This design comes from an exercise in tuning for small area, a short achievable clock period and few clock cycles per item on the open sky130 flow, not from production work.

==> sierra: inputs <==
==> flow/design.v <==
module wiegand_parity (
    input  wire [23:0] payload,
    output wire        even,
    output wire        odd
);
    assign even = ^payload[23:12];
    assign odd  = ~^payload[11:0];
endmodule
module credential_formatter (
    input  wire [25:0]  frame,
    output reg  [207:0] bin_txt,
    output reg  [47:0]  hex_txt
);
    integer i;
    reg [3:0] nib;
    always @(*) begin
        for (i = 0; i < 26; i = i + 1)
            bin_txt[i*8 +: 8] = frame[25 - i] ? 8'h31 : 8'h30;
        for (i = 0; i < 6; i = i + 1) begin
            nib = frame[24 - 4*i -: 4];
            hex_txt[i*8 +: 8] = (nib <= 4'd9) ? (8'h30 + {4'd0, nib})
                                              : (8'h37 + {4'd0, nib});
        end
    end
endmodule
module wiegand_26_parity_unit (
    input  wire         clk,
    input  wire         rst,
    input  wire         req_valid,
    output wire         req_ready,
    input  wire [28:0]  req_iw,
    input  wire [4:0]   req_txt_len,
    input  wire [247:0] req_txt,
    output wire         resp_valid,
    input  wire         resp_ready,
    output wire [2:0]   resp_status,
    output wire [25:0]  resp_res,
    output wire [1:0]   resp_warn,
    output wire [207:0] resp_bin_txt,
    output wire [47:0]  resp_hex_txt
);
    localparam OP_FROM_BIN24 = 3'd0;
    localparam OP_FROM_BIN26 = 3'd1;
    localparam OP_FROM_HEX   = 3'd2;
    localparam OP_FROM_DEC   = 3'd3;
    localparam OP_RENDER     = 3'd4;
    localparam OP_COMPUTE    = 3'd5;
    localparam OP_VALIDATE   = 3'd6;
    localparam ST_OK          = 3'd0;
    localparam ST_INVALID     = 3'd1;
    localparam ST_OOR_FAC     = 3'd2;
    localparam ST_OOR_CARD    = 3'd3;
    localparam ST_ILLEGAL     = 3'd4;
    wire [2:0]  op  = req_iw[28:26];
    wire [25:0] arg = req_iw[25:0];
    wire [4:0]  len = req_txt_len;
    wire is_text_op = (op[2] == 1'b0);
    wire illegal = (op == 3'd7) ||
                   (is_text_op && (arg != 26'd0)) ||
                   ((op == OP_COMPUTE)  && (arg[25:24] != 2'd0)) ||
                   ((op == OP_VALIDATE) && (arg[25:4]  != 22'd0));
    reg [31:0] in_len;     
    reg [31:0] is_last;    
    reg [30:0] c_bin, c_dec, c_hex, c_comma, c_nz;
    reg [7:0]  c;
    reg [3:0]  c_val    [0:30];
    reg [3:0]  c_hexval [0:30];
    integer i, j;
    always @(*) begin
        for (i = 0; i < 32; i = i + 1) begin
            in_len[i]  = (i < len);
            is_last[i] = (i + 1 == len);
        end
        for (i = 0; i < 31; i = i + 1) begin
            c = req_txt[8*i +: 8];
            c_val[i]    = c[3:0];
            c_bin[i]    = (c[7:1] == 7'b0011000);
            c_dec[i]    = (c[7:4] == 4'h3) && (!c[3] || (c[2:1] == 2'b00));
            c_hex[i]    = c_dec[i] ||
                          ((c[7:6] == 2'b01) && (c[4:3] == 2'b00) &&
                           (c[2:0] != 3'd0) && (c[2:0] != 3'd7));
            c_comma[i]  = (c == 8'h2C) && in_len[i];
            c_nz[i]     = (c[3:0] != 4'd0);
            c_hexval[i] = c_dec[i] ? c[3:0] : ({1'b0, c[2:0]} + 4'd9);
        end
    end
    reg [23:0] pl_b24, pl_b26;
    always @(*) begin
        for (i = 0; i < 24; i = i + 1) begin
            pl_b24[23-i] = req_txt[8*i];
            pl_b26[23-i] = req_txt[8*(i+1)];
        end
    end
    wire ok_b24 = (len == 5'd24) && (&c_bin[23:0]);
    wire ok_b26 = (len == 5'd26) && (&c_bin[25:0]);
    wire sup_even = req_txt[0];
    wire sup_odd  = req_txt[8*25];
    wire hex_pfx = (len == 5'd8);
    reg [23:0] pl_hex;
    always @(*) begin
        for (i = 0; i < 6; i = i + 1)
            pl_hex[23-4*i -: 4] = hex_pfx ? c_hexval[i+2] : c_hexval[i];
    end
    wire ok_hex = ((len == 5'd6) && (&c_hex[5:0])) ||
                  (hex_pfx && (req_txt[7:0] == 8'h30) &&
                   ((req_txt[15:8] == 8'h78) || (req_txt[15:8] == 8'h58)) &&
                   (&c_hex[7:2]));
    reg [30:0] cm_before;   
    reg [31:0] cm_from;     
    reg        dec_chars_ok, cm_two, cm_end_ok;
    reg        fac_hi, card_hi;
    reg [4:0]  cm_pos;      
    reg [123:0] c_vals;
    always @(*) begin
        cm_from[31] = 1'b0;
        for (i = 30; i >= 0; i = i - 1)
            cm_from[i] = cm_from[i+1] | c_comma[i];
        cm_before[0] = 1'b0;
        for (i = 1; i < 31; i = i + 1)
            cm_before[i] = cm_before[i-1] | c_comma[i-1];
        cm_two = 1'b0;
        dec_chars_ok = 1'b1;
        cm_end_ok = 1'b0;    
        fac_hi = 1'b0;
        card_hi = 1'b0;
        cm_pos = 5'd0;
        for (i = 0; i < 31; i = i + 1) begin
            c_vals[4*i +: 4] = c_val[i];
            cm_two = cm_two | (c_comma[i] & cm_before[i]);
            if (in_len[i] && !c_dec[i] && !c_comma[i])
                dec_chars_ok = 1'b0;
            cm_end_ok = cm_end_ok | (c_comma[i] & in_len[i+1]);
            if (i + 4 <= 31)
                fac_hi = fac_hi | (c_nz[i] & cm_from[i+4]);
            if (i + 5 <= 31)
                card_hi = card_hi | (c_nz[i] & cm_before[i] & in_len[i+5]);
            cm_pos = cm_pos | ({5{c_comma[i]}} & i[4:0]);
        end
    end
    wire ok_dec = dec_chars_ok && cm_from[0] && !cm_two && !c_comma[0] && cm_end_ok;
    wire [11:0] fac_d;      
    wire [19:0] card_d;     
    digit_pick #(.N(3)) u_pick_fac (
        .v   (c_vals),
        .sel (cm_pos),
        .o   (fac_d)
    );
    digit_pick #(.N(5)) u_pick_card (
        .v   (c_vals),
        .sel (len),
        .o   (card_d)
    );
    wire [4:0] card_n = len - 5'd1 - cm_pos;
    reg [19:0] card_dm;
    always @(*) begin
        for (j = 0; j < 5; j = j + 1)
            card_dm[4*j +: 4] = (card_n > j) ? card_d[4*j +: 4] : 4'd0;
    end
    reg [23:0] pl;
    always @(*) begin
        case (op)
            OP_FROM_BIN24: pl = pl_b24;
            OP_FROM_BIN26: pl = pl_b26;
            OP_FROM_HEX:   pl = pl_hex;
            default:       pl = arg[23:0];
        endcase
    end
    wire par_even, par_odd;
    wiegand_parity u_parity (
        .payload (pl),
        .even    (par_even),
        .odd     (par_odd)
    );
    reg [2:0]  st_n;
    reg [25:0] res_n;
    reg [1:0]  w_n;
    reg [5:0]  x_n;
    reg        rend_n, dec_n;
    always @(*) begin
        st_n   = ST_OK;
        res_n  = 26'd0;
        w_n    = 2'd0;
        x_n    = 6'd0;
        rend_n = 1'b0;
        dec_n  = 1'b0;
        if (illegal) begin
            st_n = ST_ILLEGAL;
        end else begin
            case (op)
                OP_FROM_BIN24: begin
                    if (ok_b24) res_n = {par_even, pl, par_odd};
                    else        st_n  = ST_INVALID;
                end
                OP_FROM_BIN26: begin
                    if (ok_b26) begin
                        res_n = {par_even, pl, par_odd};
                        w_n   = {sup_even ^ par_even, sup_odd ^ par_odd};
                    end else
                        st_n = ST_INVALID;
                end
                OP_FROM_HEX: begin
                    if (ok_hex) res_n = {par_even, pl, par_odd};
                    else        st_n  = ST_INVALID;
                end
                OP_FROM_DEC: begin
                    if (!ok_dec)
                        st_n = ST_INVALID;
                    else begin
                        dec_n = 1'b1;
                        {x_n, w_n, res_n} = {fac_hi, card_hi, fac_d, card_dm};
                    end
                end
                OP_RENDER: begin
                    rend_n = 1'b1;
                    res_n  = {2'b00, arg[24:1]};
                    w_n    = {arg[25], arg[0]};
                end
                OP_COMPUTE: begin
                    res_n = {24'd0, par_even, par_odd};
                end
                default: begin  
                    res_n = {22'd0, arg[1], arg[0], arg[3] ^ arg[1], arg[2] ^ arg[0]};
                end
            endcase
        end
    end
    reg [25:0] res_q;
    reg [1:0]  w_q;
    reg [5:0]  x_q;
    reg [2:0]  st_q;
    reg        rend_q;
    wire       fac_hi_q  = x_q[5];
    wire       card_hi_q = x_q[4];
    wire [3:0] f2 = x_q[3:0];
    wire [3:0] f1 = {w_q, res_q[25:24]};
    wire [3:0] f0 = res_q[23:20];
    wire [3:0] k4 = res_q[19:16];
    wire [3:0] k3 = res_q[15:12];
    wire [3:0] k2 = res_q[11:8];
    wire [3:0] k1 = res_q[7:4];
    wire [3:0] k0 = res_q[3:0];
    wire dec_fac_oor  = fac_hi_q  || ({f2, f1, f0} > {4'd2, 4'd5, 4'd5});
    wire dec_card_oor = card_hi_q || ({k4, k3, k2, k1, k0} > {4'd6, 4'd5, 4'd5, 4'd3, 4'd5});
    wire [7:0]  fac_bin  = f2 * 8'd100 + f1 * 8'd10 + {4'd0, f0};
    wire [15:0] card_bin = k4 * 16'd10000 + k3 * 16'd1000 + k2 * 16'd100 +
                           k1 * 16'd10 + {12'd0, k0};
    wire dec_even, dec_odd;
    wiegand_parity u_parity_dec (
        .payload ({fac_bin, card_bin}),
        .even    (dec_even),
        .odd     (dec_odd)
    );
    reg full;     
    reg rv;       
    reg conv;     
    always @(posedge clk) begin
        if (rst) begin
            full <= 1'b0;
            rv   <= 1'b0;
            conv <= 1'b0;
        end else if (!full) begin
            if (req_valid) begin
                full <= 1'b1;
                rv   <= !dec_n;
                conv <= dec_n;
            end
        end else if (conv) begin
            conv <= 1'b0;
            rv   <= 1'b1;
        end else if (rv && resp_ready) begin
            full <= 1'b0;
            rv   <= 1'b0;
        end
    end
    always @(posedge clk) begin
        if (!full) begin
            st_q   <= st_n;
            res_q  <= res_n;
            w_q    <= w_n;
            x_q    <= x_n;
            rend_q <= rend_n;
        end else if (conv) begin
            if (dec_fac_oor) begin
                st_q  <= ST_OOR_FAC;
                res_q <= 26'd0;
            end else if (dec_card_oor) begin
                st_q  <= ST_OOR_CARD;
                res_q <= 26'd0;
            end else
                res_q <= {dec_even, fac_bin, card_bin, dec_odd};
            w_q <= 2'd0;
        end
    end
    wire [207:0] fmt_bin;
    wire [47:0]  fmt_hex;
    credential_formatter u_fmt (
        .frame   ({w_q[1], res_q[23:0], w_q[0]}),
        .bin_txt (fmt_bin),
        .hex_txt (fmt_hex)
    );
    wire done = rv && !rst;
    wire done_rend = done && rend_q;
    assign req_ready    = !full && !rst;
    assign resp_valid   = done;
    assign resp_status  = done ? st_q : 3'd0;
    assign resp_res     = done ? res_q : 26'd0;
    assign resp_warn    = (done && !rend_q) ? w_q : 2'd0;
    assign resp_bin_txt = done_rend ? fmt_bin : 208'd0;
    assign resp_hex_txt = done_rend ? fmt_hex : 48'd0;
endmodule
module digit_pick #(
    parameter N = 5
) (
    input  wire [123:0]   v,
    input  wire [4:0]     sel,
    output reg  [4*N-1:0] o
);
    localparam OFF = N - 1;        
    localparam W   = 4 * (32 + OFF);
    reg [W-1:0] a [0:5];
    integer x, s, j;
    always @(*) begin
        a[0] = {W{1'b0}};
        for (x = 1; x <= 31; x = x + 1)
            a[0][4*(x+OFF) +: 4] = v[4*(x-1) +: 4];
        for (s = 0; s < 5; s = s + 1) begin
            a[s+1] = {W{1'b0}};
            for (x = -OFF; x <= 31; x = x + 1)
                if (x + (16 >> s) <= 31)
                    a[s+1][4*(x+OFF) +: 4] = sel[4-s] ? a[s][4*(x+(16>>s)+OFF) +: 4]
                                                      : a[s][4*(x+OFF) +: 4];
                else
                    a[s+1][4*(x+OFF) +: 4] = sel[4-s] ? 4'd0 : a[s][4*(x+OFF) +: 4];
        end
        for (j = 0; j < N; j = j + 1)
            o[4*j +: 4] = a[5][4*(OFF-j) +: 4];
    end
endmodule
==> flow/run.sh <==
#!/bin/bash
# synth_recipe.tcl (not shown) runs the flow's synth.tcl, then flattens the netlist and writes it again
# the make line also repeats each setting of config.mk as NAME=value (left out here)
make -C /OpenROAD-flow-scripts/flow DESIGN_CONFIG=/design/flow/config.mk WORK_HOME=/design/flow/orfs CLKGATE_MAP_FILE= SYNTH_SCRIPT=/design/flow/synth_recipe.tcl finish
==> flow/config.mk <==
export PLATFORM = sky130hd
export DESIGN_NAME = wiegand_26_parity_unit
export DESIGN_NICKNAME = wiegand_26_parity_unit
export VERILOG_FILES = /design/flow/design.v
export SDC_FILE = /design/flow/constraint.sdc
export NUM_CORES = 4
export LEC_CHECK = 0
export ABC_CLOCK_PERIOD_IN_PS = 3000
export CAP_MARGIN = 20
export CORE_MARGIN = 2
export CORE_UTILIZATION = 50
export SETUP_SLACK_MARGIN = 2.0
export SLEW_MARGIN = 20
==> flow/constraint.sdc <==
create_clock -name core_clock -period 6.0 [get_ports {clk}]
set_input_delay 1.2000 -clock core_clock [delete_from_list [all_inputs] [get_ports {clk}]]
set_output_delay 1.2000 -clock core_clock [all_outputs]
set_load 0.01 [all_outputs]
==> garnet: changes against sierra <==
- ABC_CLOCK_PERIOD_IN_PS: 3000 -> default
==> comparison <==
sierra never finished: it broke off in 5_1_grt on GRT-0116. garnet died in 5_1_grt. Area after synthesis is the same in garnet and sierra. Synthesized cell count is the same in sierra and garnet.
Function was not checked in any run of this note: the RTL went through the layout flow alone.
